From an optimization exercise on the open Yosys and OpenROAD flow, aimed at small area, a short achievable clock period and few clock cycles; shortcuts taken in it are not production practice. Function was checked by simulation only, so behaviour that the tests miss may differ from the original. Power is estimated from default activity; no workload was simulated.

Setup of run A:
// jvs_relay
module jvs_relay (
    input  wire       clk,
    input  wire       rst,
    input  wire       host_rx_valid,
    input  wire [7:0] host_rx_data,
    output wire       host_rx_ready,
    output wire       host_tx_valid,
    output wire [7:0] host_tx_data,
    input  wire       host_tx_ready,
    input  wire       host_tx_idle,
    input  wire       bus_rx_valid,
    input  wire [7:0] bus_rx_data,
    output wire       bus_rx_ready,
    output wire       bus_tx_valid,
    output wire [7:0] bus_tx_data,
    input  wire       bus_tx_ready,
    input  wire       bus_tx_idle,
    output reg        bus_dir,
    input  wire       bus_sense,
    output reg        status,
    output reg        diag_req,
    output reg  [3:0] diag_code,
    input  wire       diag_done
);
For scale: about 4,800 cells after synthesis.
Settings: LEC_CHECK=0, ABC_AREA=1, CAP_MARGIN=20, CORE_MARGIN=2, CORE_UTILIZATION=60, CTS_CLUSTER_DIAMETER=55, CTS_CLUSTER_SIZE=35, SLEW_MARGIN=20, TNS_END_PERCENT=100; clock period 10.0 ns.
standard.sh (not shown) runs the stock make flow with config.mk's settings and CLKGATE_MAP_FILE= SYNTH_SCRIPT=/design/flow/synth_recipe.tcl, a recipe that flattens the netlist after the stock synthesis.
==> flow/flow/run.sh <==
#!/bin/bash
set -euo pipefail
bash standard.sh SETUP_SLACK_MARGIN=7 finish > standard_flow.log 2>&1
Testbench counts of run A, summed over its fixed seeds: cycles 33,493.
Relative to run A, the following input files were edited for run B:
- a change of CORE_UTILIZATION from 60 to 85
Results
- What ended run B was a tool error in 4_1_cts; the run never finished.
- Taking run A over run B, the number of buffers inserted during clock tree synthesis ratio works out to 1.4.
- Per the comparison of run B with run A, total number of H-tree levels moved down, number of port buffers level.
Edits applied to the flow inputs when going from run B to run C:
- CORE_UTILIZATION changed from 85 to 70
## What came out
Apart from run B, each of run B and run C ends the flow with a layout that passes the timing, DRC and antenna checks. Status(run B) = ERROR, stage = 4_1_cts. Diff run B -> run C | final RePlAce weighted congestion | down by a little under 10%. Number of cells upsized or downsized after cts | run C below run B. The number of flip-flops and latches in the synthesized netlist on run C is in line with that on run B. Run C vs run B — width of the chip rose about 10%.
Input changes introduced in run D (baseline for comparison: run C):
- CORE_UTILIZATION now 40, was 70
[summary]
Run D ends up with a number of non-clock buffers in the layout that is about 16% lower than in run C. Against run C, run D comes in 0.02 ns higher on worst stage delay on the critical path. Total power density per cell area, run D and run C: higher on run C. Run D: count of non-CTS inverters in the layout higher than run C. Run D reports a lower share of final layout cell area taken by non-clock buffers than run C does. Comparing part of the cycle the worst path needs for run D and run C, the smaller number came from run C. Run D against run C: final routed wirelength across all metal layers now smaller, setup slack now sits lower, clock network power neither gained nor lost much, layout filler cell count shows an increase of 8,145.

## P
jvs_relay again, from the RTL that the note above started with.
==> flow/design.v (excerpt) <==
module jvs_relay (
    input  wire       clk,
    input  wire       rst,
    input  wire       host_rx_valid,
    input  wire [7:0] host_rx_data,
    output wire       host_rx_ready,
    output wire       host_tx_valid,
    output wire [7:0] host_tx_data,
    input  wire       host_tx_ready,
    input  wire       host_tx_idle,
    input  wire       bus_rx_valid,
    input  wire [7:0] bus_rx_data,
    output wire       bus_rx_ready,
    output wire       bus_tx_valid,
    output wire [7:0] bus_tx_data,
    input  wire       bus_tx_ready,
    input  wire       bus_tx_idle,
    output reg        bus_dir,
    input  wire       bus_sense,
    output reg        status,
    output reg        diag_req,
    output reg  [3:0] diag_code,
    input  wire       diag_done
);
    localparam [7:0] SYNC = 8'hE0;
    localparam [7:0] ESC  = 8'hD0;
    localparam integer LK = 3;
    localparam integer K  = 1 << LK;
    localparam integer LR = 8 - LK;
    localparam integer NR = 1 << LR;
    localparam integer Q  = 8;           
    reg        hrx_rdy;       
    reg        brx_rdy;       
    reg        btx_on;        
    reg        htx_on;        
    reg        btx_vld;       
    reg        htx_vld;       
    reg        hunting;       
    reg        pend;          
    reg        pos_node;      
    reg        pos_len;       
    reg        dlast;         
    reg  [7:0] raw_q;         
    reg        lg_q;          
    reg        pn_q;          
    reg        at_node_q;     
    reg        at_len_q;      
    reg        sync_q;        
    reg  [7:0] sum;           
    reg  [1:0] didx;          
    reg        rb;            
    reg  [7:0] node_q;
    reg  [7:0] len_q;
    reg  [7:0] rem;           
    reg [LK-1:0] ph;          
    reg [LK-1:0] tau0;        
    reg  [7:0] wcnt;          
    reg  [7:0] rcnt;          
    reg  [7:0] btx_q, htx_q;
    reg        half1;         
    reg        esc_e0;        
    reg        last_q;        
    reg  [1:0] hdr;           
    reg  [Q-1:0] qv;          
    reg  [7:0] hq [0:Q-1];    
    reg  [Q-1:0] hl;          
    reg  [7:0] rd_q;          
    reg        rl_q;          
    reg        rdv_q;         
    assign host_rx_ready = hrx_rdy;
  ...
export LEC_CHECK = 0
export ABC_AREA = 1
export CAP_MARGIN = 20
export CORE_MARGIN = 2
export CORE_UTILIZATION = 40
export CTS_CLUSTER_DIAMETER = 55
export CTS_CLUSTER_SIZE = 35
export SLEW_MARGIN = 20
export TNS_END_PERCENT = 100
create_clock -name core_clock -period 10.0 [get_ports {clk}]
==> flow/flow/run.sh <==
#!/bin/bash
set -euo pipefail
bash standard.sh SETUP_SLACK_MARGIN=6.85 finish > standard_flow.log 2>&1
Testbench counts of P, summed over its fixed seeds: cycles 33,493.
Here is what was changed in the inputs of Q compared with P.
- CTS_CLUSTER_DIAMETER: 55 -> 50
- CTS_CLUSTER_SIZE: 35 -> 30
==> flow/flow/run.sh <==
#!/bin/bash
set -euo pipefail
bash standard.sh SETUP_SLACK_MARGIN=7 finish > standard_flow.log 2>&1
==> notes.md <==
P -> Q: detailed-placement wirelength estimate decreased slightly
When the final numbers for P and Q were put side by side, the net switching component of the power turned out to be greater in P.
Q gives less amount of wire on met3 after detailed routing than P did.
Taking P as the reference, in Q final hold slack picked up an extra 0.0077 ns, number of multi-input logic gates neither gained nor lost much, global-route total usage across every layer comparable.
Design area in Q is about 0.9% above P.

## separate check: timing with driven ports
How much do the figures lean on ideal ports? The routed layouts below were timed once more, with nothing changed but the port constraints.
Step 1, drivers: a clkbuf_16 drives clk and a buf_2 each remaining input, both assumed.
Step 2 adds t to the input delays and takes it off the output delays; t is the mean of the earliest and latest rising clock arrival at the registers after step 1. Input paths then give back, and output paths get back, about the clock's delay inside the block.
Three values: ideal ports, drivers, drivers and shift; two values: the first two.
run	shift t [ns]	setup WS [ns]	latest minus earliest clock arrival (ns)	worst register clock-pin slew, ns	worst data-port slew with drivers (ns)
run A	0.803	6.798 / 6.728 / 6.283	0.047 / 0.047	0.10 / 0.10	0.03
run C	0.760	6.834 / 6.764 / 6.301	0.063 / 0.063	0.12 / 0.12	0.04
run D	0.824	6.770 / 6.694 / 6.285	0.060 / 0.060	0.12 / 0.12	0.03
P	0.865	6.752 / 6.673 / 6.099	0.053 / 0.052	0.12 / 0.12	0.04
Q	0.847	6.755 / 6.681 / 6.253	0.038 / 0.038	0.10 / 0.10	0.03
After both steps every run listed still meets setup and hold. For P, which loses most, drivers alone change the setup slack by -0.079 ns; drivers and shift together by -0.653 ns.
